This design comes from an exercise in tuning for small area, a short achievable clock period and few clock cycles on the open sky130 flow, not from production work.
At most, simulation tests tie the RTL to the original design; equivalence was not proved.
No functional check of the RTL was part of runs 2 to 7.
Power and IR drop assume default switching activity.

===== flow/design.v =====
module t43dr_encoder (
    input  wire        clk,
    input  wire        rst,
    input  wire        start_valid,
    output wire        start_ready,
    input  wire [7:0]  cmd,
    input  wire [15:0] len,
    input  wire        data_valid,
    output wire        data_ready,
    input  wire [7:0]  data,
    output wire        wire_valid,
    input  wire        wire_ready,
    output wire [7:0]  wire_data,
    output reg         size_err
);
    localparam [7:0] START = 8'h02;
    localparam [7:0] END   = 8'h03;
    localparam [7:0] ESC   = 8'h1B;
    reg s_idle, s_rej, s_cmd, s_lenh, s_lenl, s_data, s_chk, s_end;
    reg [9:0] cnt;        
    reg [7:0] sum;
    reg       wv;         
    reg       ef;         
    reg [7:0] wd;
    function is_marker(input [7:0] b);
        is_marker = (b == START) || (b == END) || (b == ESC);
    endfunction
    assign wire_valid = wv;
    assign wire_data  = ef ? ESC : wd;
    wire can_load = wire_ready && !ef;
    reg hdr_rdy;
    reg dat_rdy;
    assign start_ready = wire_ready && hdr_rdy;
    assign data_ready  = wire_ready && dat_rdy;
    wire too_long = (|len[15:10]) || (len[9] && (|len[8:0]));
    reg  hdr_seen;
    reg  hdr_long;
    wire go    = s_idle && hdr_seen && !hdr_long;    
    wire d_in  = s_data && data_valid;
    wire load  = can_load && (go || s_cmd || s_lenh || s_lenl || d_in || s_chk || s_end);
    wire [7:0] val = ({8{s_idle}} & START)
                   | ({8{s_cmd}}  & cmd)
                   | ({8{s_lenh}} & {6'd0, cnt[9:8]})
                   | ({8{s_lenl}} & cnt[7:0])
                   | ({8{s_data}} & data)
                   | ({8{s_chk}}  & sum)
                   | ({8{s_end}}  & END);
    wire mk = (s_cmd  && is_marker(cmd))
           || (s_lenh && (cnt[9:8] == 2'd2))
           || (s_lenl && is_marker(cnt[7:0]))
           || (s_data && is_marker(data))
           || (s_chk  && is_marker(sum));
    wire cnt_zero = (cnt == 10'd0);
    wire cnt_one  = (cnt == 10'd1);
    wire n_idle = (s_idle && !go && !(hdr_seen && hdr_long)) || (s_idle && go && !can_load)
               || (s_rej && wire_ready) || (s_end && can_load);
    wire n_rej  = (s_idle && hdr_seen && hdr_long) || (s_rej && !wire_ready);
    wire n_cmd  = (go && can_load) || (s_cmd && !can_load);
    wire n_lenh = (s_cmd && can_load) || (s_lenh && !can_load);
    wire n_lenl = (s_lenh && can_load) || (s_lenl && !can_load);
    wire n_data = (s_lenl && can_load && !cnt_zero) || (s_data && !(d_in && can_load && cnt_one));
    wire n_chk  = (s_lenl && can_load && cnt_zero) || (d_in && can_load && cnt_one) || (s_chk && !can_load);
    wire n_end  = (s_chk && can_load) || (s_end && !can_load);
    wire n_ef = load ? mk : (ef && !wire_ready);
    always @(posedge clk) begin
        if (can_load)
            wd <= val;
        if (load && s_cmd)
            sum <= cmd;
        else if (load && (s_lenh || s_lenl || s_data))
            sum <= sum ^ val;
        if (load && s_cmd)
            cnt <= len[9:0];
        else if (load && s_data)
            cnt <= cnt - 10'd1;
        hdr_long <= too_long;
    end
    always @(posedge clk) begin
        if (rst) begin
            s_idle   <= 1'b1;
            s_rej    <= 1'b0;
            s_cmd    <= 1'b0;
            s_lenh   <= 1'b0;
            s_lenl   <= 1'b0;
            s_data   <= 1'b0;
            s_chk    <= 1'b0;
            s_end    <= 1'b0;
            wv       <= 1'b0;
            ef       <= 1'b0;
            size_err <= 1'b0;
            hdr_rdy  <= 1'b0;
            dat_rdy  <= 1'b0;
            hdr_seen <= 1'b0;
        end else begin
            s_idle   <= n_idle;
            s_rej    <= n_rej;
            s_cmd    <= n_cmd;
            s_lenh   <= n_lenh;
            s_lenl   <= n_lenl;
            s_data   <= n_data;
            s_chk    <= n_chk;
            s_end    <= n_end;
            size_err <= s_rej && wire_ready;
            ef       <= n_ef;
            if (load)
                wv <= 1'b1;
            else if (wire_ready && !ef)
                wv <= 1'b0;
            hdr_rdy  <= n_cmd || n_rej;
            dat_rdy  <= n_data && !n_ef;
            hdr_seen <= start_valid && !start_ready;
        end
    end
endmodule
module t43dr_decoder (
    input  wire        clk,
    input  wire        rst,
    input  wire        clear,
    input  wire        in_valid,
    output wire        in_ready,
    input  wire [7:0]  in_data,
    output reg         out_valid,
    input  wire        out_ready,
    output reg         out_last,
    output wire [7:0]  out_data,
    output wire [2:0]  out_status,
    output wire [7:0]  out_cmd,
    output wire [15:0] out_len
);
    reg st_cmd;     
    reg st_lh;      
    reg st_ll;      
    reg st_dat;     
    reg st_chk;     
    reg st_we;      
    reg esc;
    reg [7:0] cmd_r;
    reg [9:0] P;
    reg [9:0] Q;
    reg       h_big;    
    reg [7:0] sum;
    reg [7:0] ev_r;
    assign out_cmd    = cmd_r;
    assign out_len    = {Q[5:0], P};
    assign out_data   = ev_r;
    assign out_status = ev_r[2:0];
    assign in_ready = out_ready;
    wire fire = in_valid && out_ready;
    wire c_cmd = st_cmd && !clear;
    wire c_lh  = st_lh  && !clear;
    wire c_ll  = st_ll  && !clear;
    wire c_dat = st_dat && !clear;
    wire c_chk = st_chk && !clear;
    wire c_we  = st_we  && !clear;
    wire c_esc = esc    && !clear;
    wire c_in  = c_cmd || c_lh || c_ll || c_dat || c_chk || c_we;    
    wire is_se   = (in_data[7:1] == 7'b0000001);    
    wire is_esc  = (in_data == 8'h1B);
    wire literal = c_esc || !(is_se || is_esc);
    wire e_esc   = !c_esc && is_esc;                 
    wire e_start = !c_esc && is_se && !in_data[0];
    wire e_end   = !c_esc && is_se &&  in_data[0];
    wire len_big  = h_big || (P[9] && (|in_data));
    wire len_zero = !h_big && (P[9:8] == 2'd0) && (in_data == 8'd0);
    wire cnt_last = (Q == 10'd1);
    wire n_cmd = e_start || (c_cmd && e_esc);
    wire n_lh  = (c_cmd && literal) || (c_lh && e_esc);
    wire n_ll  = (c_lh  && literal) || (c_ll && e_esc);
    wire n_dat = (c_ll  && literal && !len_big && !len_zero)
              || (c_dat && literal && !cnt_last) || (c_dat && e_esc);
    wire n_chk = (c_ll  && literal && len_zero)
              || (c_dat && literal && cnt_last) || (c_chk && e_esc);
    wire n_we  = (c_chk && literal) || (c_we && e_esc);
    wire ev_size = c_ll && literal && len_big;
    wire ev_dat  = c_dat && literal;
    wire ev_end  = e_end && c_we;
    wire ev      = ev_size || ev_dat || (c_we && literal) || (e_end && c_in);
    wire [2:0] ev_status = ev_size ? 3'd3 :
                           ev_end  ? {1'b0, (sum != 8'h00), 1'b0} : 3'd4;
    always @(posedge clk) begin
        if (st_cmd)
            cmd_r <= in_data;
        if (st_lh) begin
            P[9:8] <= in_data[1:0];
            Q      <= {4'd0, in_data[7:2]};
            h_big  <= (|in_data[7:2]) || (&in_data[1:0]);
        end
        if (st_ll) begin
            P[7:0] <= in_data;
            if (!len_big)
                Q <= {P[9:8], in_data};
        end
        if (st_dat && fire && !clear && !e_esc)
            Q <= Q - 10'd1;
        if (fire && !e_esc)
            sum <= c_cmd ? in_data : (sum ^ in_data);
        if (out_ready) begin
            out_last <= !ev_dat;
            ev_r     <= {in_data[7:3], ev_dat ? in_data[2:0] : ev_status};
        end
    end
    always @(posedge clk) begin
        if (rst) begin
            st_cmd    <= 1'b0;
            st_lh     <= 1'b0;
            st_ll     <= 1'b0;
            st_dat    <= 1'b0;
            st_chk    <= 1'b0;
            st_we     <= 1'b0;
            esc       <= 1'b0;
            out_valid <= 1'b0;
        end else begin
            if (out_ready)
                out_valid <= in_valid && ev;
            if (fire) begin
                st_cmd <= n_cmd;
                st_lh  <= n_lh;
                st_ll  <= n_ll;
                st_dat <= n_dat;
                st_chk <= n_chk;
                st_we  <= n_we;
                esc    <= e_esc;
            end else if (clear) begin
                st_cmd <= 1'b0;
                st_lh  <= 1'b0;
                st_ll  <= 1'b0;
                st_dat <= 1'b0;
                st_chk <= 1'b0;
                st_we  <= 1'b0;
                esc    <= 1'b0;
            end
        end
    end
endmodule
module t43dr_codec (
    input  wire        clk,
    input  wire        rst,
    input  wire        tx_start_valid,
    output wire        tx_start_ready,
    input  wire [7:0]  tx_cmd,
    input  wire [15:0] tx_len,
    input  wire        tx_data_valid,
    output wire        tx_data_ready,
    input  wire [7:0]  tx_data,
    output wire        txw_valid,
    input  wire        txw_ready,
    output wire [7:0]  txw_data,
    output wire        tx_size_err,
    input  wire        rx_clear,
    input  wire        rx_valid,
    output wire        rx_ready,
    input  wire [7:0]  rx_data,
    output wire        rxo_valid,
    input  wire        rxo_ready,
    output wire        rxo_last,
    output wire [7:0]  rxo_data,
    output wire [2:0]  rxo_status,
    output wire [7:0]  rxo_cmd,
    output wire [15:0] rxo_len
);
    t43dr_encoder u_enc (
        .clk         (clk),
        .rst         (rst),
        .start_valid (tx_start_valid),
        .start_ready (tx_start_ready),
        .cmd         (tx_cmd),
        .len         (tx_len),
        .data_valid  (tx_data_valid),
        .data_ready  (tx_data_ready),
        .data        (tx_data),
        .wire_valid  (txw_valid),
        .wire_ready  (txw_ready),
        .wire_data   (txw_data),
        .size_err    (tx_size_err)
    );
    t43dr_decoder u_dec (
        .clk        (clk),
        .rst        (rst),
        .clear      (rx_clear),
        .in_valid   (rx_valid),
        .in_ready   (rx_ready),
        .in_data    (rx_data),
        .out_valid  (rxo_valid),
        .out_ready  (rxo_ready),
        .out_last   (rxo_last),
        .out_data   (rxo_data),
        .out_status (rxo_status),
        .out_cmd    (rxo_cmd),
        .out_len    (rxo_len)
    );
endmodule

===== flow/config.mk =====
export PLATFORM = sky130hd
export DESIGN_NAME = t43dr_codec
export DESIGN_NICKNAME = t43dr_codec
export VERILOG_FILES = /design/flow/design.v
export SDC_FILE = /design/flow/constraint.sdc
export NUM_CORES = 4
export LEC_CHECK = 0
export CAP_MARGIN = 20
export CORE_MARGIN = 2
export CORE_UTILIZATION = 40
export CTS_BUF_LIST = sky130_fd_sc_hd__clkbuf_8
export CTS_CLUSTER_DIAMETER = 100
export CTS_CLUSTER_SIZE = 40
export SETUP_SLACK_MARGIN = 2.0
export SLEW_MARGIN = 20

===== flow/standard.sh =====
#!/bin/bash
# synth_recipe.tcl (not shown) runs the flow's synth.tcl, then flattens the netlist and writes it again
# the make line also repeats each setting of config.mk as NAME=value (left out here)
make -C /OpenROAD-flow-scripts/flow DESIGN_CONFIG=/design/flow/config.mk WORK_HOME=/design/flow/orfs CLKGATE_MAP_FILE= SYNTH_SCRIPT=/design/flow/synth_recipe.tcl "${@:-finish}"

===== flow/constraint.sdc =====
create_clock -name core_clock -period 4.0 [get_ports {clk}]
set_input_delay 0.8000 -clock core_clock [delete_from_list [all_inputs] [get_ports {clk}]]
set_output_delay 0.8000 -clock core_clock [all_outputs]
set_load 0.01 [all_outputs]

===== flow/flow/run.sh =====
#!/bin/bash
# Standard ORFS layout, with the port buffers made of a small, fast buffer
# instead of the default delay buffer.
set -euo pipefail
PORTBUF=${PORTBUF:-sky130_fd_sc_hd__buf_1}
bash standard.sh "BUFFER_PORTS_ARGS=-buffer_cell $PORTBUF" finish > standard.log 2>&1

==> results of run 1 <==
## logic make-up after synthesis
group / synth area share
XOR/XNOR: 0.0445
multiplexers: 0.0307
AND/OR/NAND/NOR: 0.188
adder cells (fa/ha/maj): 0.0186
AO/OA/AOI/OAI: 0.143
flip-flops: 0.534
buffers and inverters: 0.0411
## worst reg2reg max path, stage by stage, from the launching register on
cell and delay [ns]:
dfxtp_1 0.65, a211oi_1 0.10, a31oi_1 0.28, nand2_1 0.19, o21ai_2 0.25
## sequential cells by signal (all words and copies together) (netlist names), 8 cells and up, named ones only
signal,cells
u_enc.sum,8
u_dec.P,10
u_enc.cnt,10
u_dec.ev_r,8
u_enc.wd,8
u_dec.sum,8
u_dec.cmd_r,8
u_dec.Q,10
## synthesized netlist by cell type, types with 2 or more instances
master     count
nand3b_1       5
o22ai_1        2
nor2_1        50
a221o_1        4
a21oi_1       32
nand2_1       44
a32oi_1        2
nor4_1        13
o32ai_1        2
ha_1           7
mux2i_1       10
o2111ai_1      5
o21a_1         3
o21ai_0        5
nand4_1        5
o31a_1         2
and4_1         3
o211ai_1       3
clkbuf_1      13
xnor2_1       21
o31ai_1        3
and2_1         4
nand4b_1       2
xor2_1         3
mux2_2         4
or2_2          6
nor2b_1        8
a41o_1         2
buf_2          5
inv_1          8
a211oi_1       3
nor3_1         7
nand3_1       12
a31oi_1        3
nor3b_1        2
a222oi_1       2
dfxtp_1       33
and3_1         4
buf_4         11
a22oi_1       15
nand2b_1       7
edfxtp_1      62
## stage by stage
stage          setup WS (ns)  hold WS (ns)  std cells
2_1_floorplan           1.83         0.430        451
3_3_place_gp            1.26         0.469        665
3_5_place_dp            1.18         0.462        665
4_1_cts                 1.97         0.478        690
5_1_grt                 1.94         0.510        696
6_report                2.00         0.477        696
## routing by layer
| metal | vias up | global-route usage | share of wire |
|---|---|---|---|
| met2 | 142 | 0.279 | 0.45 |
| met4 | 0 | 0.0528 | 0.013 |
| met1 | 1784 | 0.257 | 0.47 |
| li1 | 1867 | - | - |
| met3 | 9 | 0.0567 | 0.070 |
| met5 | - | 0 | 0 |
## where the power goes
| group | leakage [nW] | switching (mW) | total, mW | internal, mW |
|---|---|---|---|---|
| clock | 0.104 | 0.401 | 0.652 | 0.252 |
| combinational | 0.962 | 0.0798 | 0.130 | 0.0503 |
| sequential | 0.848 | 0.0133 | 1.07 | 1.06 |
## cell usage in the layout (no fill, tap or decap), types with 5 or more instances in the layout
| cell type | Yosys | layout |
|---|---|---|
| nor2_1 | 50 | 49 |
| nor3_1 | 7 | 7 |
| nand2b_1 | 7 | 5 |
| clkbuf_8 | 0 | 9 |
| buf_2 | 5 | 10 |
| dfxtp_1 | 33 | 29 |
| edfxtp_1 | 62 | 62 |
| nand4_1 | 5 | 5 |
| inv_1 | 8 | 8 |
| nand3_1 | 12 | 12 |
| xnor2_1 | 21 | 21 |
| nand3b_1 | 5 | 5 |
| a22oi_1 | 15 | 15 |
| a21oi_1 | 32 | 32 |
| buf_4 | 11 | 17 |
| ha_1 | 7 | 7 |
| mux2i_1 | 10 | 10 |
| buf_1 | 0 | 84 |
| nand2_1 | 44 | 42 |
| o2111ai_1 | 5 | 5 |
| nor4_1 | 13 | 13 |
| or2_2 | 6 | 6 |
| nor2b_1 | 8 | 8 |
## final cells by class
cell class / instances / area, um^2
Multi-Input combinational cell: 317 / 2060
Timing Repair Buffer: 115 / 538
Sequential cell: 95 / 2530
Tap cell: 143 / 179
Clock buffer: 9 / 124
Inverter: 10 / 42.5
Clock inverter: 7 / 81.3
Fill cell: 1072 / 5910
## how the worst min path moves through the flow
| stage | startpoint | to | slack [ns] | cells after the start |
|---|---|---|---|---|
| after floorplan | u_enc.s_rej | u_enc.size_err | 0.43 | 2 |
| after global placement | u_enc.s_rej | u_enc.size_err | 0.47 | 2 |
| after detailed placement | u_enc.s_rej | u_enc.size_err | 0.46 | 2 |
| after CTS | u_enc.s_rej | u_enc.size_err | 0.48 | 2 |
| after global routing | u_dec.out_valid | u_dec.out_valid | 0.51 | 2 |
| final | u_enc.s_rej | u_enc.size_err | 0.48 | 2 |
## timing repair
item | 4_1_cts | 5_1_grt
resized for setup | 22 | 9
setup endpoints to repair | 62 | 31
endpoints found under the hold margin | 0 | 0
setup buffers | 9 | 6
pin swaps | 2 | 2
==> results.json, run 1 <==
{
  "yosysWarnings": 2,
  "place_hpwl_mm": 8.01,
  "outcome": "complete, no violations",
  "die_w_um": 113,
  "postSynthCellCount": 451,
  "finalCriticalPeriod_ns": 2.00,
  "grt.overflow.total": 0,
  "route.detailed.wl_per_inst_um": 16.3,
  "ys_seq_area_frac": 0.534,
  "final_layout_size_suffix_gt1_frac": 0.141,
  "worstSkewPairLatency_ns": 0.39,
  "path_cells": "or2_2 -> buf_1",
  "path_depth": 2,
  "fin_util": 0.484,
  "initial_core_util": 0.412,
  "fin_tns_setup_ns": 0,
  "yosysTopAreaCell": "edfxtp_1",
  "crit_end": "txw_data[4]",
  "rrSetupSlack_ns": 2.18,
  "postRouteAntennaNets": 0,
  "cts_tree": "yes",
  "start_kind": "flop",
  "wl_mm": 11.4,
  "grt_antenna_before_repair": 0,
  "cts-root-to-sink-buffers": 2,
  "p_leak_nw": 1.91,
  "rows": 39,
  "drt_iter0_drc": 243,
  "ys_types": 56,
  "cp_data_arrival_time_ns": 1.20,
  "coreArea_um2": 11500,
  "grt_pass1_wl_mm": 18.4,
  "vias": 3802,
  "hold_violations": 0,
  "end_kind": "output pin",
  "critPathBufInv": 1,
  "fin_crit_sh": 0.501,
  "setup-violations-final": 0,
  "synthFlopType": "edfxtp_1",
  "synth_top_area_frac": 0.394,
  "cts-htree-levels": 3,
  "netlist_top_cells_area": "edfxtp_1 39%, dfxtp_1 14%, nor2_1 4.0%",
  "synth_area_um2": 4720,
  "cp.required_ns": 3.20,
  "holdBufCountCts": 0,
  "fin_skew_ns": 0.0104,
  "totalPowerFinal_mw": 1.86,
  "die_area_um2": 12700,
  "grt_usage": 0.184,
  "drv_cap": 0,
  "syn_avg_cell_area_um2": 10.5,
  "critPathLaunch": "u_enc.ef",
  "port_buffers": 97,
  "path_clk_slew_ns": 0.10,
  "async_flop_share": 0,
  "min_path_type": "flop to flop",
  "cts.sinks": 95,
  "cts_made_buffers": 9,
  "placed_area_um2": 5170,
  "reg2reg_depth": 4,
  "powerDensity_nw_per_um2": 334,
  "synthToLayoutAreaGrowth_pct": 17.7,
  "timing.rr.end": "u_enc.sum[1]",
  "slew_violations": 0,
  "die_h_um": 113,
  "rsz0062_at_grt": "true",
  "grt_max_degree": 22,
  "routabilityCongestion": 0.864,
  "nets": 603,
  "antenna_cells": 0,
  "detail_route.vias_per_cell": 5.46,
  "fin_area_um2": 5560,
  "peakVddDrop_mv": 0.296,
  "critical-path-slowest-cell": "dfxtp_4",
  "cp_top_family": "flip-flops",
  "drc_errors": 0,
  "crit_path_max_incr_delay_ns": 0.39,
  "ys_ff_latch": 95,
  "cts-root-buf": "clkbuf_8",
  "tightest_slew_ns": 0.705,
  "grt_pass1_vias": 3605,
  "critPathKind": "flop to output pin",
  "cp_max_fo": 10,
  "relSlewSlack": 0.526,
  "synth_edf_count": 62,
  "clock.fmax_mhz": 499,
  "ioPinCount": 98,
  "firstDrtPassIters": 4,
  "r2r-start": "u_enc.s_chk",
  "synth_nets": 506
}
Testbench counts, summed over its fixed seeds: cycles 75,669.
==> run 2, diff against run 1 <==
--- a/flow/design.v
+++ b/flow/design.v
@@ -67,3 +67,3 @@
             wd <= val;
-        if (load && s_cmd)
+        if (s_cmd)
             sum <= cmd;
@@ -71,3 +71,3 @@
             sum <= sum ^ val;
-        if (load && s_cmd)
+        if (s_cmd)
             cnt <= len[9:0];
--- a/flow/config.mk
+++ b/flow/config.mk
@@ -11,4 +11,2 @@
 export CTS_BUF_LIST = sky130_fd_sc_hd__clkbuf_8
-export CTS_CLUSTER_DIAMETER = 100
-export CTS_CLUSTER_SIZE = 40
 export SETUP_SLACK_MARGIN = 2.0
==> run 2 against run 1 <==
Critical path type is now input port to flop. Clock skew down 0.0019 ns. Worst setup slack worse by 0.027 ns. Area after synthesis down 1.0%. Register-to-register slack worse by 0.17 ns. Count of clock-buffer cells in the layout unchanged. Die area down 0.99%. Sequential share of layout area down 0.72 points. Clock power down 6.7%.
==> results.json, run 2 <==
{
  "wl_mm": 11.2,
  "ys_types": 55,
  "grt_pass1_vias": 3517,
  "totalPowerFinal_mw": 1.82,
  "postSynthCellCount": 444,
  "place_hpwl_mm": 7.89,
  "die_w_um": 112,
  "cp_top_family": "simple AND/OR/NAND/NOR gates",
  "rsz0062_at_grt": "true",
  "synthToLayoutAreaGrowth_pct": 21.0,
  "yosysTopAreaCell": "edfxtp_1",
  "initial_core_util": 0.409,
  "drc_errors": 0,
  "detail_route.vias_per_cell": 5.45,
  "reg.largest.list": "u_dec.P x10, u_dec.Q x10, u_enc.cnt x10",
  "cp.required_ns": 4.26,
  "yosysWarnings": 2,
  "grt.overflow.total": 0,
  "crit_path_max_incr_delay_ns": 0.29,
  "routabilityCongestion": 0.869,
  "p_leak_nw": 1.92,
  "syn_avg_cell_area_um2": 10.5,
  "ioPinCount": 98,
  "firstDrtPassIters": 7,
  "end_kind": "flop",
  "ys_ff_latch": 95,
  "grt_pass1_wl_mm": 17.6,
  "placed_area_um2": 5130,
  "synth_top_area_frac": 0.399,
  "netlist_top_cells_area": "edfxtp_1 40%, dfxtp_1 14%, nand2_1 5.0%",
  "drt_iter0_drc": 228,
  "clock.fmax_mhz": 492,
  "synth_edf_count": 62,
  "nets": 601,
  "cts_made_buffers": 9,
  "synth_nets": 499,
  "cts_tree": "yes",
  "cts-root-buf": "clkbuf_8",
  "postRouteAntennaNets": 0,
  "finalCriticalPeriod_ns": 2.03,
  "critical-path-slowest-cell": "mux2_4",
  "fin_crit_sh": 0.508,
  "fin_skew_ns": 0.00856,
  "relSlewSlack": 0.600,
  "vias": 3779,
  "peakVddDrop_mv": 0.149,
  "start_kind": "input port",
  "synth_top_cells_by_count": "62 x edfxtp_1, 62 x nand2_1, 33 x dfxtp_1, 28 x o21ai_0, 25 x nor2_1",
  "tightest_slew_ns": 0.599,
  "async_flop_share": 0,
  "cts-htree-levels": 3,
  "pre_cts_ws_ns": 1.33,
  "cts-root-to-sink-buffers": 2,
  "grt_max_degree": 42,
  "ys_seq_area_frac": 0.540,
  "final_layout_size_suffix_gt1_frac": 0.189,
  "cp_max_fo": 9,
  "dp.cells": 659,
  "cts.sinks": 95,
  "die_h_um": 112,
  "port_buffers": 97,
  "grt_usage": 0.175,
  "powerDensity_nw_per_um2": 321,
  "fin_tns_setup_ns": 0,
  "min_path_type": "flop to flop",
  "worstSkewPairLatency_ns": 0.37,
  "rows": 39,
  "route.detailed.wl_per_inst_um": 16.2,
  "coreArea_um2": 11400,
  "grt_antenna_before_repair": 0,
  "fin_ws_ns": 1.97,
  "final_common_cell": "buf_1",
  "path_clk_slew_ns": 0.10,
  "whs_ns": 0.469,
  "holdBufCountCts": 0,
  "seq_area_um2": 2530,
  "fin_util": 0.495,
  "slew_violations": 0,
  "setup-violations-final": 0,
  "path_cells": "buf_2 -> and3_1 -> nand4_2 -> and2_4 -> mux2_4 -> a221o_1",
  "synthFlopType": "edfxtp_1",
  "synth_area_um2": 4670,
  "drv_cap": 0,
  "hold_violations": 0,
  "multiInputGateArea_um2": 2120,
  "critPathBufInv": 1,
  "outcome": "complete, no violations",
  "instances_no_fill": 694,
  "critPathKind": "input port to flop",
  "antenna_cells": 0,
  "cp_data_arrival_time_ns": 2.30,
  "layout_common_cells": "82 x buf_1, 62 x edfxtp_1, 61 x nand2_1, 28 x dfxtp_1, 26 x o21ai_0",
  "fillCellCount": 1082,
  "die_area_um2": 12600,
  "fin_area_um2": 5650
}
-- run 2: what timing repair did --
item                       CTS  global route
setup buffers                9             9
setup endpoints to repair   48            33
hold endpoints to repair     0             0
resized for setup           40            27
pin swaps                    5             8
-- run 2: final cells by class --
type                            count  share of cell area
Sequential cell                    95               0.448
Multi-Input combinational cell    313               0.376
Timing Repair Buffer              118               0.106
Tap cell                          143              0.0317
Clock buffer                        9              0.0219
Clock inverter                      7              0.0108
Inverter                            9             0.00620
-- run 2: worst reg2reg max path: stages (launching register included) --
cell and delay (ns):
dfxtp_2 0.35, or4_4 0.56, or4_4 0.43, mux2_4 0.26, a221o_1 0.28
-- run 2: logic make-up after synthesis --
logic type | share of synthesized area
buffers and inverters | 0.0388
and+or+nand+nor | 0.194
DFF | 0.540
AOI/OAI and AO/OA | 0.127
muxes | 0.0311
adders and majority gates | 0.0187
xor gates and xnor gates | 0.0506
-- run 2: final timing paths --
| kind | endpoint | startpoint | depth (start not counted) | slack, ns |
|---|---|---|---|---|
| worst max-delay path | u_dec.Q[8] | rx_data[3] | 6 | 1.97 |
| worst min register to register | u_enc.size_err | u_enc.s_rej | 2 | 0.47 |
| worst max register to register | u_dec.Q[7] | u_dec.Q[1] | 4 | 2.01 |
| worst min-delay path | u_enc.size_err | u_enc.s_rej | 2 | 0.47 |
-- run 2: metal layers --
metal | track usage | share of wire
met4 | 0.0537 | 0.010
met1 | 0.265 | 0.48
met3 | 0.0437 | 0.054
met2 | 0.249 | 0.45
met5 | 0 | 0
-- run 2: power breakdown --
part / internal (mW) / switching, mW / leakage, nW
sequential: 1.06 / 0.0140 / 0.845
clock: 0.239 / 0.368 / 0.0892
combinational: 0.0554 / 0.0773 / 0.989
total: 1.36 / 0.460 / 1.92
==> run 3, diff against run 2 <==
--- a/flow/design.v
+++ b/flow/design.v
@@ -67,3 +67,3 @@
             wd <= val;
-        if (s_cmd)
+        if (load && s_cmd)
             sum <= cmd;
@@ -71,3 +71,3 @@
             sum <= sum ^ val;
-        if (s_cmd)
+        if (load && s_cmd)
             cnt <= len[9:0];
@@ -164,3 +164,4 @@
     wire len_zero = !h_big && (P[9:8] == 2'd0) && (in_data == 8'd0);
-    wire cnt_last = (Q == 10'd1);
+    reg  dq;
+    wire cnt_last = dq ? (Q == 10'd2) : (Q == 10'd1);
     wire n_cmd = e_start || (c_cmd && e_esc);
@@ -184,12 +185,13 @@
             P[9:8] <= in_data[1:0];
-            Q      <= {4'd0, in_data[7:2]};
             h_big  <= (|in_data[7:2]) || (&in_data[1:0]);
         end
-        if (st_ll) begin
+        if (st_ll)
             P[7:0] <= in_data;
-            if (!len_big)
-                Q <= {P[9:8], in_data};
-        end
-        if (st_dat && fire && !clear && !e_esc)
+        if (st_lh)
+            Q <= {4'd0, in_data[7:2]};
+        else if (st_ll && !len_big)
+            Q <= {P[9:8], in_data};
+        else if (dq)
             Q <= Q - 10'd1;
+        dq <= !rst && st_dat && fire && !clear && !e_esc;
         if (fire && !e_esc)
==> run 3 against run 2 <==
Critical path type is now input port to output pin. Register-to-register slack better by 0.13 ns. Synthesized cell count grew 1.4%. Routed wire length down 0.94%. Worst setup slack improved by 0.062 ns. First-iteration DRC count up 54%. Sequential cell count grew 1. Critical endpoint is now tx_data_ready. Largest power group unchanged. Count of clock-buffer cells in the layout unchanged. Die area is 1.2% higher. Clock skew grew 0.0067 ns. Cell count fell by 0.86%. Critical path depth shrank 3.
==> results.json, run 3 <==
{
  "grt_pass1_vias": 3588,
  "die_w_um": 113,
  "ys_types": 56,
  "rrSetupSlack_ns": 2.14,
  "final_layout_size_suffix_gt1_frac": 0.154,
  "syn_avg_cell_area_um2": 10.5,
  "grt_pass1_wl_mm": 17.9,
  "critPathKind": "input port to output pin",
  "cts-root-buf": "clkbuf_8",
  "grt_antenna_before_repair": 0,
  "finalCriticalPeriod_ns": 1.97,
  "synth_top_cells_by_count": "68 x edfxtp_1, 50 x nor2_1, 49 x nand2_1, 28 x dfxtp_1, 26 x a21oi_1",
  "hold_violations": 0,
  "place_hpwl_mm": 7.86,
  "rsz0062_at_grt": "true",
  "fin_tns_setup_ns": 0,
  "postSynthCellCount": 450,
  "yosys.area_share.simple": 0.181,
  "holdBufCountCts": 0,
  "cp_max_fo": 6,
  "outcome": "complete, no violations",
  "cts-htree-levels": 3,
  "netlist_top_cells_area": "edfxtp_1 43%, dfxtp_1 12%, nor2_1 4.0%",
  "synthFlopType": "edfxtp_1",
  "relSlewSlack": 0.391,
  "rows": 39,
  "cts_made_buffers": 9,
  "reg2reg_depth": 4,
  "ys_seq_area_frac": 0.550,
  "cp.required_ns": 3.20,
  "p_leak_nw": 1.96,
  "final_common_cell": "buf_1",
  "cts.sinks": 96,
  "cp_data_arrival_time_ns": 1.17,
  "yosysWarnings": 2,
  "async_flop_share": 0,
  "route.detailed.wl_per_inst_um": 16.2,
  "powerDensity_nw_per_um2": 329,
  "fin_crit_sh": 0.492,
  "firstDrtPassIters": 7,
  "clock.fmax_mhz": 508,
  "path_clk_slew_ns": 0.10,
  "drc_errors": 0,
  "fillCellCount": 1035,
  "muxShareOfSynthArea": 0.0106,
  "min_path_type": "flop to flop",
  "end_kind": "output pin",
  "critical-path-slowest-cell": "buf_2",
  "die_h_um": 113,
  "yosysMostFrequentCell": "edfxtp_1",
  "yosys.area_share.adder": 0.0212,
  "ioPinCount": 98,
  "holdPathStages": 2,
  "synth_area_um2": 4730,
  "synthToLayoutAreaGrowth_pct": 18.7,
  "synth_compound_area_frac": 0.135,
  "fin_skew_ns": 0.0152,
  "slew_violations": 0,
  "setup-violations-final": 0,
  "hold_end": "u_enc.size_err",
  "initial_core_util": 0.412,
  "synth_top_area_frac": 0.432,
  "synth_top_family_by_area": "simple AND/OR/NAND/NOR gates",
  "synth_edf_count": 68,
  "fin_area_um2": 5610,
  "drv_cap": 0,
  "ys_ff_latch": 96,
  "layout_common_cells": "76 x buf_1, 68 x edfxtp_1, 49 x nor2_1, 46 x nand2_1",
  "crit_path_max_incr_delay_ns": 0.14,
  "start_kind": "input port",
  "holdCritStartpoint": "u_enc.s_rej",
  "coreArea_um2": 11500,
  "grt_max_degree": 30,
  "antenna_cells": 0,
  "peakVddDrop_mv": 0.180,
  "synth-xor-area-share": 0.0537,
  "routabilityCongestion": 0.846,
  "yosysTopAreaCell": "edfxtp_1",
  "tightest_slew_ns": 0.914,
  "placed_area_um2": 5140,
  "vias": 3734,
  "reg.largest.list": "u_dec.P x10, u_dec.Q x10, u_enc.cnt x10",
  "synth_nets": 506,
  "path_cells": "buf_6 -> and2_1 -> buf_2",
  "grt_usage": 0.176,
  "wl_mm": 11.1,
  "postRouteAntennaNets": 0,
  "worstSkewPairLatency_ns": 0.38,
  "timing.rr.end": "u_enc.dat_rdy",
  "cts_tree": "yes",
  "r2r-start": "u_enc.cnt[5]",
  "drt_iter0_drc": 350,
  "totalPowerFinal_mw": 1.85,
  "cts-root-to-sink-buffers": 2,
  "port_buffers": 97,
  "grt.overflow.total": 0,
  "detail_route.vias_per_cell": 5.43,
  "die_area_um2": 12700,
  "nets": 596
}
[run 3: changes by cell type in the layout (fill, tap and decap cells not counted), sizes merged, moves of 4 or more]
| cell | previous run | this run |
|---|---|---|
| a21oi | 14 | 26 |
| buf | 115 | 106 |
| dfxtp | 33 | 28 |
| edfxtp | 62 | 68 |
| mux2 | 6 | 0 |
| nand2 | 62 | 49 |
| nand3 | 14 | 9 |
| nand3b | 2 | 6 |
| nor2 | 25 | 50 |
| nor2b | 9 | 4 |
| o21ai | 28 | 13 |
| or4 | 6 | 1 |
| xor2 | 4 | 8 |
[run 3: where the power goes]
part | switching, mW | internal, mW | total (mW)
Combinational | 0.0769 | 0.0539 | 0.131
Clock | 0.377 | 0.247 | 0.624
Sequential | 0.0118 | 1.08 | 1.09
[run 3: critical path, delay by kind of cell]
family	cells	cell delay, ns
simple gates	1	0.13
buf+inv	2	0.25
[run 3: metrics by stage]
stage / hold slack, ns / std cells / worst slack (ns) / utilization
6_report: 0.469 / 688 / 2.03 / 0.489
5_1_grt: 0.502 / 688 / 1.99 / 0.489
4_1_cts: 0.476 / 688 / 1.99 / 0.484
3_5_place_dp: 0.458 / 660 / 1.26 / 0.448
3_3_place_gp: 0.463 / 660 / 1.27 / 0.448
2_1_floorplan: 0.429 / 450 / 1.83 / -
[run 3: metal layers]
metal,global-route usage,up-vias,wire [um]
met5,0,-,0
met4,0.0829,0,235
met3,0.0407,20,714
met2,0.269,147,5210
met1,0.239,1741,4970
li1,-,1826,-
[run 3: worst max path at each step]
stage,cells after the start,slack [ns],endpoint,startpoint
2_1_floorplan,6,1.83,u_dec.Q[1],rx_data[7]
3_3_place_gp,6,1.27,u_enc.cnt[6],txw_ready
3_5_place_dp,6,1.26,u_dec.Q[5],rx_data[7]
4_1_cts,7,1.99,u_dec.Q[3],rx_data[2]
5_1_grt,6,1.99,u_dec.ev_r[2],rx_clear
6_report,3,2.03,tx_data_ready,txw_ready
[run 3: cells by family after synthesis]
group | after synthesis
XOR/XNOR | 29
adder cells (fa/ha/maj) | 8
flip-flops | 96
multiplexers | 5
AO/OA/AOI/OAI | 94
buffers and inverters | 44
AND/OR/NAND/NOR | 174
[run 3: final cells by class]
type                            count  area (um^2)  share of cell area
Clock buffer                        9          124              0.0221
Clock inverter                      7         70.1              0.0125
Inverter                           12         50.0             0.00892
Multi-Input combinational cell    311         2040               0.363
Sequential cell                    96         2610               0.465
Tap cell                          143          179              0.0319
Timing Repair Buffer              110          544              0.0970
[run 3: what timing repair did]
action / in CTS / in global routing
cloned: 1 / 0
setup endpoints to repair: 69 / 41
pin swaps: 3 / 2
gates resized for setup: 38 / 22
buffers inserted: 11 / 0
==> run 4, diff against run 3 <==
--- a/flow/design.v
+++ b/flow/design.v
@@ -47,7 +47,3 @@
                    | ({8{s_end}}  & END);
-    wire mk = (s_cmd  && is_marker(cmd))
-           || (s_lenh && (cnt[9:8] == 2'd2))
-           || (s_lenl && is_marker(cnt[7:0]))
-           || (s_data && is_marker(data))
-           || (s_chk  && is_marker(sum));
+    wire mk = !(s_idle || s_end) && is_marker(val);
     wire cnt_zero = (cnt == 10'd0);
@@ -67,6 +63,4 @@
             wd <= val;
-        if (load && s_cmd)
-            sum <= cmd;
-        else if (load && (s_lenh || s_lenl || s_data))
-            sum <= sum ^ val;
+        if (load && (s_idle || s_cmd || s_lenh || s_lenl || s_data))
+            sum <= s_idle ? 8'h00 : (sum ^ val);
         if (load && s_cmd)
@@ -164,4 +158,3 @@
     wire len_zero = !h_big && (P[9:8] == 2'd0) && (in_data == 8'd0);
-    reg  dq;
-    wire cnt_last = dq ? (Q == 10'd2) : (Q == 10'd1);
+    wire cnt_last = (Q == 10'd1);
     wire n_cmd = e_start || (c_cmd && e_esc);
@@ -185,14 +178,13 @@
             P[9:8] <= in_data[1:0];
+            Q      <= {4'd0, in_data[7:2]};
             h_big  <= (|in_data[7:2]) || (&in_data[1:0]);
         end
-        if (st_ll)
+        if (st_ll) begin
             P[7:0] <= in_data;
-        if (st_lh)
-            Q <= {4'd0, in_data[7:2]};
-        else if (st_ll && !len_big)
-            Q <= {P[9:8], in_data};
-        else if (dq)
+            if (!len_big)
+                Q <= {P[9:8], in_data};
+        end
+        if (st_dat && fire && literal && !clear)
             Q <= Q - 10'd1;
-        dq <= !rst && st_dat && fire && !clear && !e_esc;
-        if (fire && !e_esc)
+        if (fire && literal)
             sum <= c_cmd ? in_data : (sum ^ in_data);
--- a/flow/config.mk
+++ b/flow/config.mk
@@ -9,5 +9,5 @@
 export CORE_MARGIN = 2
-export CORE_UTILIZATION = 40
+export CORE_UTILIZATION = 50
 export CTS_BUF_LIST = sky130_fd_sc_hd__clkbuf_8
-export SETUP_SLACK_MARGIN = 2.0
+export SETUP_SLACK_MARGIN = 2.05
 export SLEW_MARGIN = 20
==> run 4 against run 3 <==
Clock skew down 0.0065 ns. Routed wire length grew 4.0%. Critical endpoint is now u_dec.Q[9]. Hold slack hardly changed. Non-clock buffer count increased by 39. Synthesized cell count fell by 4.2%. Design area rose by 6.3%.
==> results.json, run 4 <==
{
  "outcome": "complete, no violations",
  "timing.rr.end": "u_enc.cnt[7]",
  "grt_pass1_vias": 3443,
  "ioPinCount": 98,
  "final_layout_size_suffix_gt1_frac": 0.237,
  "tightest_slew_ns": 0.906,
  "port_buffers": 97,
  "reg2reg_depth": 5,
  "p_leak_nw": 2.17,
  "powerDensity_nw_per_um2": 348,
  "die_area_um2": 9890,
  "power_frac_comb": 0.074,
  "hold_end": "u_enc.size_err",
  "yosysWarnings": 2,
  "ys_seq_area_frac": 0.554,
  "hold_violations": 0,
  "yosysTopAreaCell": "edfxtp_1",
  "totalPowerFinal_mw": 2.08,
  "clock.fmax_mhz": 485,
  "p_sw_mw": 0.457,
  "drt_iter0_drc": 313,
  "start_kind": "input port",
  "fin_skew_ns": 0.00872,
  "firstDrtPassIters": 5,
  "rows": 34,
  "relSlewSlack": 0.396,
  "async_flop_share": 0,
  "dp.cells": 614,
  "postSynthCellCount": 431,
  "setup-violations-final": 0,
  "final_common_cell": "buf_1",
  "layout_common_cells": "78 x buf_1, 62 x edfxtp_1, 48 x nand2_1, 45 x nor2_1, 42 x buf_4",
  "grt_usage": 0.231,
  "grt_pass1_wl_mm": 17.9,
  "rrSetupSlack_ns": 1.99,
  "drc_errors": 0,
  "placed_area_um2": 4970,
  "critPathKind": "input port to flop",
  "netlist_top_cells_area": "edfxtp_1 41%, dfxtp_1 15%, nand2_1 4.2%",
  "cts-htree-levels": 3,
  "cp_data_arrival_time_ns": 2.32,
  "end_kind": "flop",
  "cts_made_buffers": 9,
  "routabilityCongestion": 0.844,
  "cp_max_fo": 5,
  "cts-root-buf": "clkbuf_8",
  "die_h_um": 99.5,
  "holdCritStartpoint": "u_enc.s_rej",
  "cts_tree": "yes",
  "antenna_cells": 0,
  "fin_tns_setup_ns": 0,
  "wl_mm": 11.6,
  "peakVddDrop_mv": 0.171,
  "holdPathStages": 2,
  "synth_top_cells_by_count": "62 x edfxtp_1, 51 x nand2_1, 47 x nor2_1, 33 x a21oi_1, 33 x dfxtp_1",
  "initial_core_util": 0.520,
  "die_w_um": 99.5,
  "fin_ws_ns": 1.94,
  "instances_no_fill": 678,
  "fin_area_um2": 5960,
  "synthFlopType": "edfxtp_1",
  "cts-root-to-sink-buffers": 2,
  "cts.sinks": 95,
  "place_hpwl_mm": 7.59,
  "min_path_type": "flop to flop",
  "worstSkewPairLatency_ns": 0.37,
  "route.detailed.wl_per_inst_um": 17.1,
  "synth_edf_count": 62,
  "nets": 617,
  "finalCriticalPeriod_ns": 2.06,
  "grt.overflow.total": 0,
  "yosysMostFrequentCell": "edfxtp_1",
  "reg.largest.list": "u_dec.P x10, u_dec.Q x10, u_enc.cnt x10",
  "slew_violations": 0,
  "coreArea_um2": 8760,
  "postRouteAntennaNets": 0,
  "swShare": 0.220,
  "p_clk_frac": 0.406,
  "synth_area_um2": 4560,
  "synth_top_area_frac": 0.409,
  "detail_route.vias_per_cell": 5.56,
  "drv_cap": 0,
  "ys_types": 59,
  "ys_ff_latch": 95,
  "synth_nets": 483,
  "grt_max_degree": 22,
  "syn_avg_cell_area_um2": 10.6,
  "grt_antenna_before_repair": 0,
  "p_int_mw": 1.62,
  "seqPwrFrac": 0.520,
  "synthToLayoutAreaGrowth_pct": 30.9,
  "path_clk_slew_ns": 0.09,
  "vias": 3773,
  "pre_cts_ws_ns": 0.936,
  "rsz0062_at_grt": "true",
  "holdBufCountCts": 0,
  "fin_crit_sh": 0.515,
  "r2r-start": "u_enc.cnt[2]",
  "cp.required_ns": 4.26
}
[run 4: repair_timing]
action / CTS / global route
pin swaps: 15 / 13
buffers inserted: 26 / 22
setup endpoints to repair: 47 / 32
gates cloned: 0 / 0
resized for setup: 74 / 34
[run 4: cells by family (layout without fill, tap and decap cells)]
| group | after synthesis | after routing | share of synthesized area |
|---|---|---|---|
| DFF | 95 | 95 | 0.554 |
| AOI/OAI and AO/OA | 85 | 85 | 0.128 |
| buffers and inverters | 35 | 174 | 0.0398 |
| and+or+nand+nor | 174 | 174 | 0.188 |
| adders and majority gates | 4 | 4 | 0.0110 |
| xor gates and xnor gates | 24 | 24 | 0.0461 |
| muxes | 14 | 14 | 0.0330 |
[run 4: stage by stage]
step | hold WS (ns) | util
after CTS | 0.468 | 0.650
after floorplan | 0.429 | -
after detailed placement | 0.458 | 0.568
after global placement | 0.455 | 0.568
after global routing | 0.491 | 0.680
final | 0.469 | 0.680
[run 4: worst max-delay path: stages]
cell and delay, ns:
buf_12 0.11, nor4_4 0.29, buf_4 0.18, o2111a_2 0.22
or3_4 0.16, mux2_4 0.30, a211o_1 0.25
[run 4: power groups by stage]
| stage | logic (mW) | clock network [mW] | registers, mW |
|---|---|---|---|
| floorplan | 0.0673 | 0 | 1.10 |
| global route | 0.168 | 0.886 | 1.08 |
| finish | 0.155 | 0.842 | 1.08 |
| CTS | 0.140 | 0.845 | 1.08 |
| global placement | 0.111 | 0 | 1.10 |
| detailed placement | 0.114 | 0 | 1.10 |
[run 4: how the worst max path moves through the flow]
stage	end	cells past startpoint	startpoint
floorplan	u_dec.Q[9]	7	rx_data[0]
global placement	u_dec.Q[9]	6	rx_data[6]
detailed placement	u_dec.Q[9]	6	rx_data[4]
CTS	u_dec.Q[9]	6	rx_data[0]
global route	u_dec.Q[9]	7	rx_data[7]
finish	u_dec.Q[9]	7	rx_data[7]
[run 4: per-layer routing]
metal,wire length [um],up-vias,part of all wire,track usage
met2,5090,115,0.44,0.328
met4,108,0,0.0093,0.0527
met5,0,-,0,0
li1,-,1842,-,-
met1,5690,1807,0.49,0.365
met3,687,9,0.059,0.0436
[run 4: area by class of cell]
type / count / area, um^2
clock buffer: 9 / 124
multi-input combinational: 301 / 2030
tap: 108 / 135
sequential: 95 / 2530
inverter: 9 / 41.3
clock inverter: 7 / 141
timing repair buffer: 149 / 956
fill: 688 / 2800
==> run 5, diff against run 4 <==
--- a/flow/config.mk
+++ b/flow/config.mk
@@ -9,5 +9,5 @@
 export CORE_MARGIN = 2
-export CORE_UTILIZATION = 50
+export CORE_UTILIZATION = 40
 export CTS_BUF_LIST = sky130_fd_sc_hd__clkbuf_8
-export SETUP_SLACK_MARGIN = 2.05
+export SETUP_SLACK_MARGIN = 2.0
 export SLEW_MARGIN = 20
==> run 5 against run 4 <==
Sequential cell count stayed put. Combinational power shrank 12%. Sequential share of layout area increased by 1.6 points. Still clean. First-iteration DRC count down 21%. Sequential power about the same. Power fell by 11%. Largest power group unchanged. Synthesized cell count unchanged.
==> results.json, run 5 <==
{
  "p_int_mw": 1.41,
  "multiInputGateArea_um2": 2040,
  "place_hpwl_mm": 7.63,
  "crit_path_max_incr_delay_ns": 0.42,
  "antenna_cells": 0,
  "vias": 3748,
  "ioPinCount": 98,
  "cp_data_arrival_time_ns": 2.38,
  "async_flop_share": 0,
  "drc_errors": 0,
  "tightest_slew_ns": 0.917,
  "grt_antenna_before_repair": 0,
  "die_area_um2": 12300,
  "holdBufCountCts": 0,
  "route.detailed.wl_per_inst_um": 16.3,
  "end_kind": "flop",
  "synth_top_area_frac": 0.409,
  "yosysWarnings": 2,
  "grt_pass1_wl_mm": 17.7,
  "synth_top_cells_by_count": "62 x edfxtp_1, 51 x nand2_1, 47 x nor2_1, 33 x a21oi_1, 33 x dfxtp_1",
  "ys_ff_latch": 95,
  "hold_violations": 0,
  "fin_crit_sh": 0.532,
  "final_layout_size_suffix_gt1_frac": 0.213,
  "netlist_top_cells_area": "edfxtp_1 41%, dfxtp_1 15%, nand2_1 4.2%",
  "whs_ns": 0.469,
  "p_clk_frac": 0.339,
  "rows": 38,
  "swShare": 0.233,
  "ys_types": 59,
  "fillCellCount": 1008,
  "synth_area_um2": 4560,
  "grt_max_degree": 22,
  "peakVddDrop_mv": 0.174,
  "worstSkewPairLatency_ns": 0.36,
  "die_w_um": 111,
  "grt.overflow.total": 0,
  "fin_tns_setup_ns": 0,
  "synthToLayoutAreaGrowth_pct": 26.2,
  "nets": 605,
  "relSlewSlack": 0.389,
  "finalCriticalPeriod_ns": 2.13,
  "p_leak_nw": 2.04,
  "initial_core_util": 0.415,
  "drv_cap": 0,
  "powerDensity_nw_per_um2": 320,
  "layout_common_cells": "87 x buf_1, 62 x edfxtp_1, 47 x nand2_1, 45 x nor2_1",
  "synthFlopType": "edfxtp_1",
  "cts.sinks": 95,
  "wl_mm": 11.4,
  "start_kind": "input port",
  "routabilityCongestion": 0.811,
  "postRouteAntennaNets": 0,
  "die_h_um": 111,
  "reg2reg_depth": 5,
  "seqPwrFrac": 0.587,
  "ys_seq_area_frac": 0.554,
  "rsz0062_at_grt": "true",
  "port_buffers": 97,
  "p_sw_mw": 0.428,
  "cts_tree": "yes",
  "holdPathStages": 2,
  "clock.fmax_mhz": 470,
  "setup-violations-final": 0,
  "cp.required_ns": 4.25,
  "drt_iter0_drc": 247,
  "outcome": "complete, no violations",
  "cts-htree-levels": 3,
  "yosysTopAreaCell": "edfxtp_1",
  "cts-root-to-sink-buffers": 2,
  "path_clk_slew_ns": 0.09,
  "postSynthCellCount": 431,
  "firstDrtPassIters": 5,
  "grt_usage": 0.179,
  "synth_nets": 483,
  "syn_avg_cell_area_um2": 10.6,
  "final_common_cell": "buf_1",
  "power_frac_comb": 0.074,
  "path_cells": "buf_1 -> buf_6 -> and3_4 -> o2111a_2 -> or3_4 -> mux2_4 -> a211o_1",
  "rrSetupSlack_ns": 2.02,
  "critPathKind": "input port to flop",
  "grt_pass1_vias": 3420,
  "min_path_type": "flop to flop",
  "seq_area_um2": 2530,
  "fin_skew_ns": 0.00519,
  "reg.largest.list": "u_dec.P x10, u_dec.Q x10, u_enc.cnt x10",
  "cts_made_buffers": 9,
  "yosysMostFrequentCell": "edfxtp_1",
  "slew_violations": 0,
  "detail_route.vias_per_cell": 5.37,
  "synth_edf_count": 62,
  "cp_max_fo": 4,
  "cts-root-buf": "clkbuf_8",
  "critical-path-slowest-cell": "or3_4",
  "coreArea_um2": 11000
}
-- run 5: cell types whose count changed in the layout (fill, tap and decap cells not counted), sizes merged --
cell,previous run,this run
buf,147,136
bufinv,4,1
clkinv,1,3
clkinvlp,0,2
clkbuf,11,10
inv,11,10
-- run 5: critical path: cells and delay by family --
kind                   cells  cell delay [ns]
AO/OA/AOI/OAI              2             0.50
AND/OR/NAND/NOR            2             0.56
multiplexers               1             0.31
buffers and inverters      2             0.20
-- run 5: per-layer routing --
metal  share of wire  global-route usage  vias up
li1                -                   -     1815
met1            0.48               0.268     1780
met2            0.44               0.255      134
met3           0.061              0.0366       19
met4           0.015              0.0683        0
met5               0                   0        -
-- run 5: logic make-up after synthesis --
kind of cell / share of synthesized area
and+or+nand+nor: 0.188
adders and majority gates: 0.0110
DFF: 0.554
AOI/OAI and AO/OA: 0.128
muxes: 0.0330
xor gates and xnor gates: 0.0461
buffers and inverters: 0.0398
-- run 5: through the flow --
stage	utilization	instances	instance area, um^2	power [mW]	setup WS [ns]
floorplan	-	431	4590	1.17	1.53
global placement	0.456	646	5010	1.21	0.983
detailed placement	0.456	646	5010	1.21	0.911
CTS	0.501	682	5510	1.85	1.87
global route	0.523	698	5750	1.91	1.86
finish	0.523	698	5750	1.84	1.87
-- run 5: area by class of cell --
type / count / area share
inverter: 9 / 0.00631
clock inverter: 7 / 0.0124
multi-input combinational: 301 / 0.356
tap: 140 / 0.0305
timing repair buffer: 137 / 0.133
clock buffer: 9 / 0.0215
sequential: 95 / 0.440
-- run 5: worst paths after layout --
path / start / endpoint
worst min-delay path: u_enc.s_rej / u_enc.size_err
worst max-delay path: rx_data[0] / u_dec.Q[9]
worst min register to register: u_enc.s_rej / u_enc.size_err
worst max register to register: u_enc.cnt[1] / u_enc.cnt[7]
-- run 5: what timing repair did --
action,4_1_cts,5_1_grt
setup buffers,19,16
resized for setup,42,35
pin swaps,12,15
cloned,1,0
endpoints found under the setup margin,53,41
-- run 5: power by group through the flow --
stage               registers, mW  clock network (mW)  logic [mW]
finish                       1.08               0.623       0.137
global route                 1.08               0.679       0.149
CTS                          1.08               0.649       0.127
detailed placement           1.10                   0       0.113
global placement             1.10                   0       0.111
floorplan                    1.10                   0      0.0673
==> run 6, diff against run 5 <==
--- a/flow/design.v
+++ b/flow/design.v
@@ -186,5 +186,5 @@
         end
-        if (st_dat && fire && literal && !clear)
+        if (st_dat && fire && !clear && !e_esc)
             Q <= Q - 10'd1;
-        if (fire && literal)
+        if (fire && !e_esc)
             sum <= c_cmd ? in_data : (sum ^ in_data);
==> flow/flow/run.sh (replaced) <==
#!/bin/bash
# Standard ORFS layout, with two changes: the port buffers are a small, fast
# buffer instead of the default delay buffer, and clock tree synthesis adds
# no dummy loads.
set -euo pipefail
PORTBUF=sky130_fd_sc_hd__buf_1
CTS="-sink_clustering_enable -repair_clock_nets -buf_list sky130_fd_sc_hd__clkbuf_8 -dont_use_dummy_load"
bash standard.sh "BUFFER_PORTS_ARGS=-buffer_cell $PORTBUF" "CTS_ARGS=$CTS" finish > standard.log 2>&1
--- a/flow/config.mk
+++ b/flow/config.mk
@@ -10,3 +10,2 @@
 export CORE_UTILIZATION = 40
-export CTS_BUF_LIST = sky130_fd_sc_hd__clkbuf_8
 export SETUP_SLACK_MARGIN = 2.0
==> run 6 against run 5 <==
Still clean. Cell count up 1.4%. Power shrank 6.5%. Count of clock-buffer cells in the layout unchanged. Area after synthesis is 1.0% higher. Combinational power rose by 4%.
==> results.json, run 6 <==
{
  "place_hpwl_mm": 7.77,
  "netlist_top_cells_area": "edfxtp_1 40%, dfxtp_1 14%, nand2_1 4.7%",
  "synth_top_cells_by_count": "62 x edfxtp_1, 58 x nand2_1, 52 x nor2_1, 33 x dfxtp_1, 28 x a21oi_1",
  "ys_ff_latch": 95,
  "antenna_cells": 0,
  "reg2reg_depth": 5,
  "instances_no_fill": 708,
  "hold_violations": 0,
  "wl_mm": 11.4,
  "detail_route.vias_per_cell": 5.42,
  "clock.fmax_mhz": 472,
  "dp.cells": 663,
  "ys_seq_area_frac": 0.548,
  "synth_edf_count": 62,
  "rrSetupSlack_ns": 2.06,
  "layout_common_cells": "84 x buf_1, 62 x edfxtp_1, 56 x nand2_1, 51 x nor2_1, 34 x buf_4",
  "grt_usage": 0.182,
  "holdBufCountCts": 0,
  "grt_antenna_before_repair": 0,
  "synthToLayoutAreaGrowth_pct": 23.8,
  "fin_crit_sh": 0.530,
  "route.detailed.wl_per_inst_um": 16.0,
  "reg.largest.list": "u_dec.P x10, u_dec.Q x10, u_enc.cnt x10",
  "final_common_cell": "buf_1",
  "finalCriticalPeriod_ns": 2.12,
  "cp_data_arrival_time_ns": 2.24,
  "cts-root-to-sink-buffers": 2,
  "critPathKind": "input port to flop",
  "syn_avg_cell_area_um2": 10.2,
  "grt.overflow.total": 0,
  "cts-root-buf": "clkbuf_8",
  "outcome": "complete, no violations",
  "ioPinCount": 98,
  "crit_end": "u_dec.ev_r[1]",
  "slew_violations": 0,
  "die_h_um": 111,
  "routabilityCongestion": 0.829,
  "drc_errors": 0,
  "coreArea_um2": 11300,
  "powerDensity_nw_per_um2": 301,
  "fin_util": 0.504,
  "drt_iter0_drc": 248,
  "drv_cap": 0,
  "postSynthCellCount": 451,
  "die_area_um2": 12400,
  "setup-violations-final": 0,
  "synth_nets": 503,
  "rows": 39,
  "critPathLaunch": "rx_data[7]",
  "yosysTopAreaCell": "edfxtp_1",
  "ys_types": 64,
  "tightest_slew_ns": 1.05,
  "whs_ns": 0.479,
  "die_w_um": 111,
  "yosysMostFrequentCell": "edfxtp_1",
  "min_path_type": "flop to flop",
  "synth_top_area_frac": 0.404,
  "cp.required_ns": 4.12,
  "synth_area_um2": 4600,
  "fin_tns_setup_ns": 0,
  "relSlewSlack": 0.298,
  "synthFlopType": "edfxtp_1",
  "port_buffers": 97,
  "postRouteAntennaNets": 0,
  "worstSkewPairLatency_ns": 0.36,
  "initial_core_util": 0.407,
  "r2r-start": "u_enc.cnt[2]",
  "start_kind": "input port",
  "fin_skew_ns": 0.0262,
  "grt_pass1_vias": 3644,
  "grt_max_degree": 24,
  "async_flop_share": 0,
  "cp_max_fo": 3,
  "cts_tree": "yes",
  "vias": 3835,
  "final_layout_size_suffix_gt1_frac": 0.182,
  "timing.rr.end": "u_enc.cnt[7]",
  "p_leak_nw": 2.02,
  "cts_made_buffers": 9,
  "cts.sinks": 95,
  "yosysWarnings": 2,
  "end_kind": "flop",
  "peakVddDrop_mv": 0.124,
  "grt_pass1_wl_mm": 18.3,
  "nets": 619,
  "firstDrtPassIters": 5,
  "cts-htree-levels": 3,
  "rsz0062_at_grt": "true",
  "path_clk_slew_ns": 0.10
}
run 6: cell types whose count changed after synthesis, moves of 5 or more:
cell / before / now
a21oi_1: 33 / 28
and3_1: 7 / 2
clkbuf_1: 11 / 17
nand2_1: 51 / 58
nor2_1: 47 / 52
run 6: cell families after synthesis:
logic type               Yosys count  synth area share
flip-flops                        95             0.548
adder cells (fa/ha/maj)            4            0.0109
multiplexers                       9            0.0207
AND/OR/NAND/NOR                  194             0.208
AO/OA/AOI/OAI                     85             0.126
buffers and inverters             40            0.0410
XOR/XNOR                          24            0.0457
run 6: per-layer routing:
| layer | track usage | vias to the layer above | part of all wire |
|---|---|---|---|
| met4 | 0.0741 | 0 | 0.022 |
| li1 | - | 1859 | - |
| met3 | 0.0284 | 22 | 0.052 |
| met2 | 0.269 | 131 | 0.45 |
| met5 | 0 | - | 0 |
| met1 | 0.267 | 1823 | 0.48 |
run 6: final cells by class:
| cell class | instances | area, um^2 |
|---|---|---|
| Clock buffer | 9 | 124 |
| Fill cell | 1066 | 5620 |
| Inverter | 11 | 50.0 |
| Multi-Input combinational cell | 316 | 2080 |
| Sequential cell | 95 | 2520 |
| Tap cell | 143 | 179 |
| Timing Repair Buffer | 134 | 746 |
run 6: where the power goes:
part	internal, mW	switching (mW)	total, mW
Sequential	1.06	0.0157	1.08
Combinational	0.0621	0.0803	0.142
Clock	0.202	0.294	0.497
Total	1.33	0.390	1.72
run 6: what timing repair did:
item	4_1_cts	5_1_grt
pin swaps	17	14
resized for setup	40	24
endpoints found under the setup margin	67	52
gates cloned	0	0
buffers inserted	18	18
run 6: per-stage QoR:
step	setup slack, ns	instance area [um^2]	power, mW
floorplan	1.73	4700	1.17
global placement	1.33	5070	1.21
detailed placement	1.33	5070	1.22
CTS	1.92	5470	1.73
global route	1.88	5700	1.79
finish	1.88	5700	1.72
run 6: how the worst min path moves through the flow:
stage,from,to,cells past startpoint
6_report,u_enc.wv,u_enc.wv,2
5_1_grt,u_enc.s_rej,u_enc.size_err,2
4_1_cts,u_enc.wv,u_enc.wv,2
3_5_place_dp,u_enc.wv,u_enc.wv,2
3_3_place_gp,u_enc.wv,u_enc.wv,2
2_1_floorplan,u_enc.s_rej,u_enc.size_err,2
run 6: critical path: stages:
cell	delay (ns)
buf_12	0.10
or4_4	0.56
o31ai_4	0.26
a21oi_2	0.09
and3b_2	0.23
o22a_1	0.19
==> run 7, diff against run 6 <==
--- a/flow/design.v
+++ b/flow/design.v
@@ -47,3 +47,7 @@
                    | ({8{s_end}}  & END);
-    wire mk = !(s_idle || s_end) && is_marker(val);
+    wire mk = (s_cmd  && is_marker(cmd))
+           || (s_lenh && (cnt[9:8] == 2'd2))
+           || (s_lenl && is_marker(cnt[7:0]))
+           || (s_data && is_marker(data))
+           || (s_chk  && is_marker(sum));
     wire cnt_zero = (cnt == 10'd0);
@@ -63,5 +67,7 @@
             wd <= val;
-        if (load && (s_idle || s_cmd || s_lenh || s_lenl || s_data))
-            sum <= s_idle ? 8'h00 : (sum ^ val);
-        if (load && s_cmd)
+        if (s_cmd)
+            sum <= cmd;
+        else if (load && (s_lenh || s_lenl || s_data))
+            sum <= sum ^ val;
+        if (s_cmd)
             cnt <= len[9:0];
==> run 7 against run 6 <==
Still clean. Design area is 2.7% lower. Clock power is 0.8% higher. Die area is 1.4% higher. Clock skew is 0.0036 ns lower. Critical path depth stayed put. Sequential power hardly changed. Sequential share of layout area is 1.3 points higher. Hold slack worse by 0.017 ns. Area after synthesis is 1.5% higher. Largest cell class unchanged. Highest routed layer unchanged.
==> results.json, run 7 <==
{
  "outcome": "complete, no violations",
  "powerDensity_nw_per_um2": 308,
  "grt_pass1_wl_mm": 17.5,
  "detail_route.vias_per_cell": 5.47,
  "synthFlopType": "edfxtp_1",
  "synth_edf_count": 62,
  "layout_common_cells": "84 x buf_1, 62 x edfxtp_1, 61 x nand2_1, 29 x dfxtp_1, 25 x o21ai_0",
  "ioPinCount": 98,
  "synthToLayoutAreaGrowth_pct": 18.7,
  "drv_cap": 0,
  "initial_core_util": 0.409,
  "fin_crit_sh": 0.514,
  "final_layout_size_suffix_gt1_frac": 0.166,
  "fin_tns_setup_ns": 0,
  "ys_types": 55,
  "fillCellCount": 1098,
  "cp_data_arrival_time_ns": 2.29,
  "totalPowerFinal_mw": 1.71,
  "peakVddDrop_mv": 0.174,
  "path_cells": "buf_2 -> nor4_4 -> and2_4 -> o21ai_1 -> mux2_4 -> a221o_1",
  "reg.largest.list": "u_dec.P x10, u_dec.Q x10, u_enc.cnt x10",
  "p_leak_nw": 1.89,
  "drc_errors": 0,
  "vias": 3746,
  "dp.cells": 659,
  "yosys.area_share.simple": 0.194,
  "seq_area_um2": 2530,
  "yosys.area_share.adder": 0.0187,
  "grt.overflow.total": 0,
  "grt_pass1_vias": 3497,
  "grt_max_degree": 42,
  "p_sw_mw": 0.388,
  "die_h_um": 112,
  "fin_area_um2": 5550,
  "postRouteAntennaNets": 0,
  "seqPwrFrac": 0.630,
  "worstSkewPairLatency_ns": 0.37,
  "start_kind": "input port",
  "synth_top_area_frac": 0.399,
  "nets": 599,
  "clock.fmax_mhz": 486,
  "cp_max_fo": 12,
  "ys_seq_area_frac": 0.540,
  "die_w_um": 112,
  "hold_violations": 0,
  "slew_violations": 0,
  "final_common_cell": "buf_1",
  "firstDrtPassIters": 5,
  "multiInputGateArea_um2": 2100,
  "synth_area_um2": 4670,
  "power_frac_comb": 0.076,
  "placed_area_um2": 5130,
  "yosysTopAreaCell": "edfxtp_1",
  "cts-root-buf": "clkbuf_8",
  "rsz0062_at_grt": "true",
  "crit_path_max_incr_delay_ns": 0.35,
  "finalCriticalPeriod_ns": 2.06,
  "critPathKind": "input port to flop",
  "fin_util": 0.486,
  "cts-root-to-sink-buffers": 2,
  "cts.sinks": 95,
  "setup-violations-final": 0,
  "cts_tree": "yes",
  "critPathBufInv": 1,
  "instances_no_fill": 685,
  "async_flop_share": 0,
  "relSlewSlack": 0.568,
  "antenna_cells": 0,
  "place_hpwl_mm": 7.89,
  "synth-xor-area-share": 0.0506,
  "coreArea_um2": 11400,
  "netlist_top_cells_area": "edfxtp_1 40%, dfxtp_1 14%, nand2_1 5.0%",
  "drt_iter0_drc": 192,
  "wl_mm": 11.2,
  "synth_top_family_by_area": "simple AND/OR/NAND/NOR gates",
  "muxShareOfSynthArea": 0.0311,
  "cp.required_ns": 4.24,
  "tightest_slew_ns": 0.647,
  "cp_top_family": "simple AND/OR/NAND/NOR gates",
  "cts-htree-levels": 3,
  "grt_usage": 0.175,
  "route.detailed.wl_per_inst_um": 16.3,
  "rows": 39,
  "min_path_type": "flop to flop",
  "syn_avg_cell_area_um2": 10.5,
  "die_area_um2": 12600,
  "synth_nets": 499,
  "holdBufCountCts": 0,
  "cts_made_buffers": 9,
  "synth_compound_area_frac": 0.127,
  "routabilityCongestion": 0.869,
  "swShare": 0.227,
  "yosysWarnings": 2,
  "critPathLaunch": "rx_data[0]",
  "synth_top_cells_by_count": "62 x edfxtp_1, 62 x nand2_1, 33 x dfxtp_1, 28 x o21ai_0, 25 x nor2_1",
  "critical-path-slowest-cell": "nor4_4",
  "path_clk_slew_ns": 0.08,
  "ys_ff_latch": 95,
  "fin_skew_ns": 0.0226,
  "grt_antenna_before_repair": 0,
  "port_buffers": 97,
  "p_int_mw": 1.32,
  "p_clk_frac": 0.293,
  "end_kind": "flop",
  "postSynthCellCount": 444,
  "whs_ns": 0.462,
  "r2r-start": "u_dec.Q[1]",
  "fin_ws_ns": 1.94,
  "holdCritStartpoint": "u_enc.s_rej",
  "pre_cts_ws_ns": 1.33
}
run 7: cell type report:
| cell class | count | share of cell area |
|---|---|---|
| Inverter | 9 | 0.00631 |
| Sequential cell | 95 | 0.456 |
| Clock buffer | 9 | 0.0223 |
| Tap cell | 143 | 0.0323 |
| Timing Repair Buffer | 116 | 0.105 |
| Multi-Input combinational cell | 313 | 0.378 |
run 7: kinds of logic after synthesis:
kind of cell             after synthesis
AND/OR/NAND/NOR                      177
flip-flops                            95
AO/OA/AOI/OAI                         89
buffers and inverters                 36
XOR/XNOR                              27
multiplexers                          13
adder cells (fa/ha/maj)                7
run 7: power by group through the flow:
stage | combinational [mW] | sequential, mW | clock (mW)
2_1_floorplan | 0.0662 | 1.10 | 0
3_3_place_gp | 0.112 | 1.10 | 0
3_5_place_dp | 0.114 | 1.10 | 0
4_1_cts | 0.126 | 1.08 | 0.511
5_1_grt | 0.144 | 1.08 | 0.547
6_report | 0.130 | 1.08 | 0.501
run 7: layer usage:
| layer | up-vias | global-route usage | part of all wire |
|---|---|---|---|
| met2 | 105 | 0.246 | 0.45 |
| met3 | 10 | 0.0437 | 0.053 |
| met4 | 0 | 0.0537 | 0.0097 |
| li1 | 1827 | - | - |
| met1 | 1804 | 0.266 | 0.49 |
| met5 | - | 0 | 0 |
run 7: final timing paths:
check | slack (ns) | end | cells after the start
worst min register to register | 0.46 | u_enc.size_err | 2
worst min-delay path | 0.46 | u_enc.size_err | 2
worst max-delay path | 1.94 | u_dec.Q[8] | 6
worst max register to register | 1.98 | u_dec.Q[8] | 6
run 7: repair_timing:
item,in CTS,in global routing
cloned,0,0
pin swaps,6,8
setup endpoints to repair,48,24
resized for setup,39,22
buffers inserted,9,7
run 7: tightest hold or removal path, stage by stage, from the launching register on:
cell and delay, ns:
dfxtp_1 0.33, nand2_1 0.07, nor2_1 0.03

[re-timing with driven ports]
The flow's constraints put no driver on any port. The routed layouts listed below were extracted and timed again, unchanged, in two steps.
Step 1: set_driving_cell puts a clkbuf_16 on clk and a buf_2 on each other input, an assumption about the parent block.
Step 2, shift: input delay + t, output delay - t, t = (earliest + latest rising clock arrival at the registers) / 2. This alone moves slack from input paths to output paths.
a / b / c = no drivers / after step 1 / after step 2; a / b = the first two.
run | t (ns) | slack for setup (ns) | slew at the worst register clock pin (ns)
run 1 | 0.422 | 1.995 / 1.961 / 1.619 | 0.11 / 0.11
run 2 | 0.398 | 1.968 / 1.974 / 1.576 | 0.10 / 0.10
run 3 | 0.401 | 2.030 / 2.000 / 1.633 | 0.11 / 0.11
run 4 | 0.396 | 1.940 / 1.924 / 1.528 | 0.10 / 0.10
run 5 | 0.384 | 1.874 / 1.883 / 1.499 | 0.09 / 0.09
run 6 | 0.380 | 1.880 / 1.855 / 1.475 | 0.10 / 0.10
run 7 | 0.389 | 1.943 / 1.938 / 1.549 | 0.10 / 0.10
After both steps setup and hold are still met in every run listed. The setup slack of run 4, which loses most, moves by -0.016 ns with the drivers and by -0.412 ns with both steps.
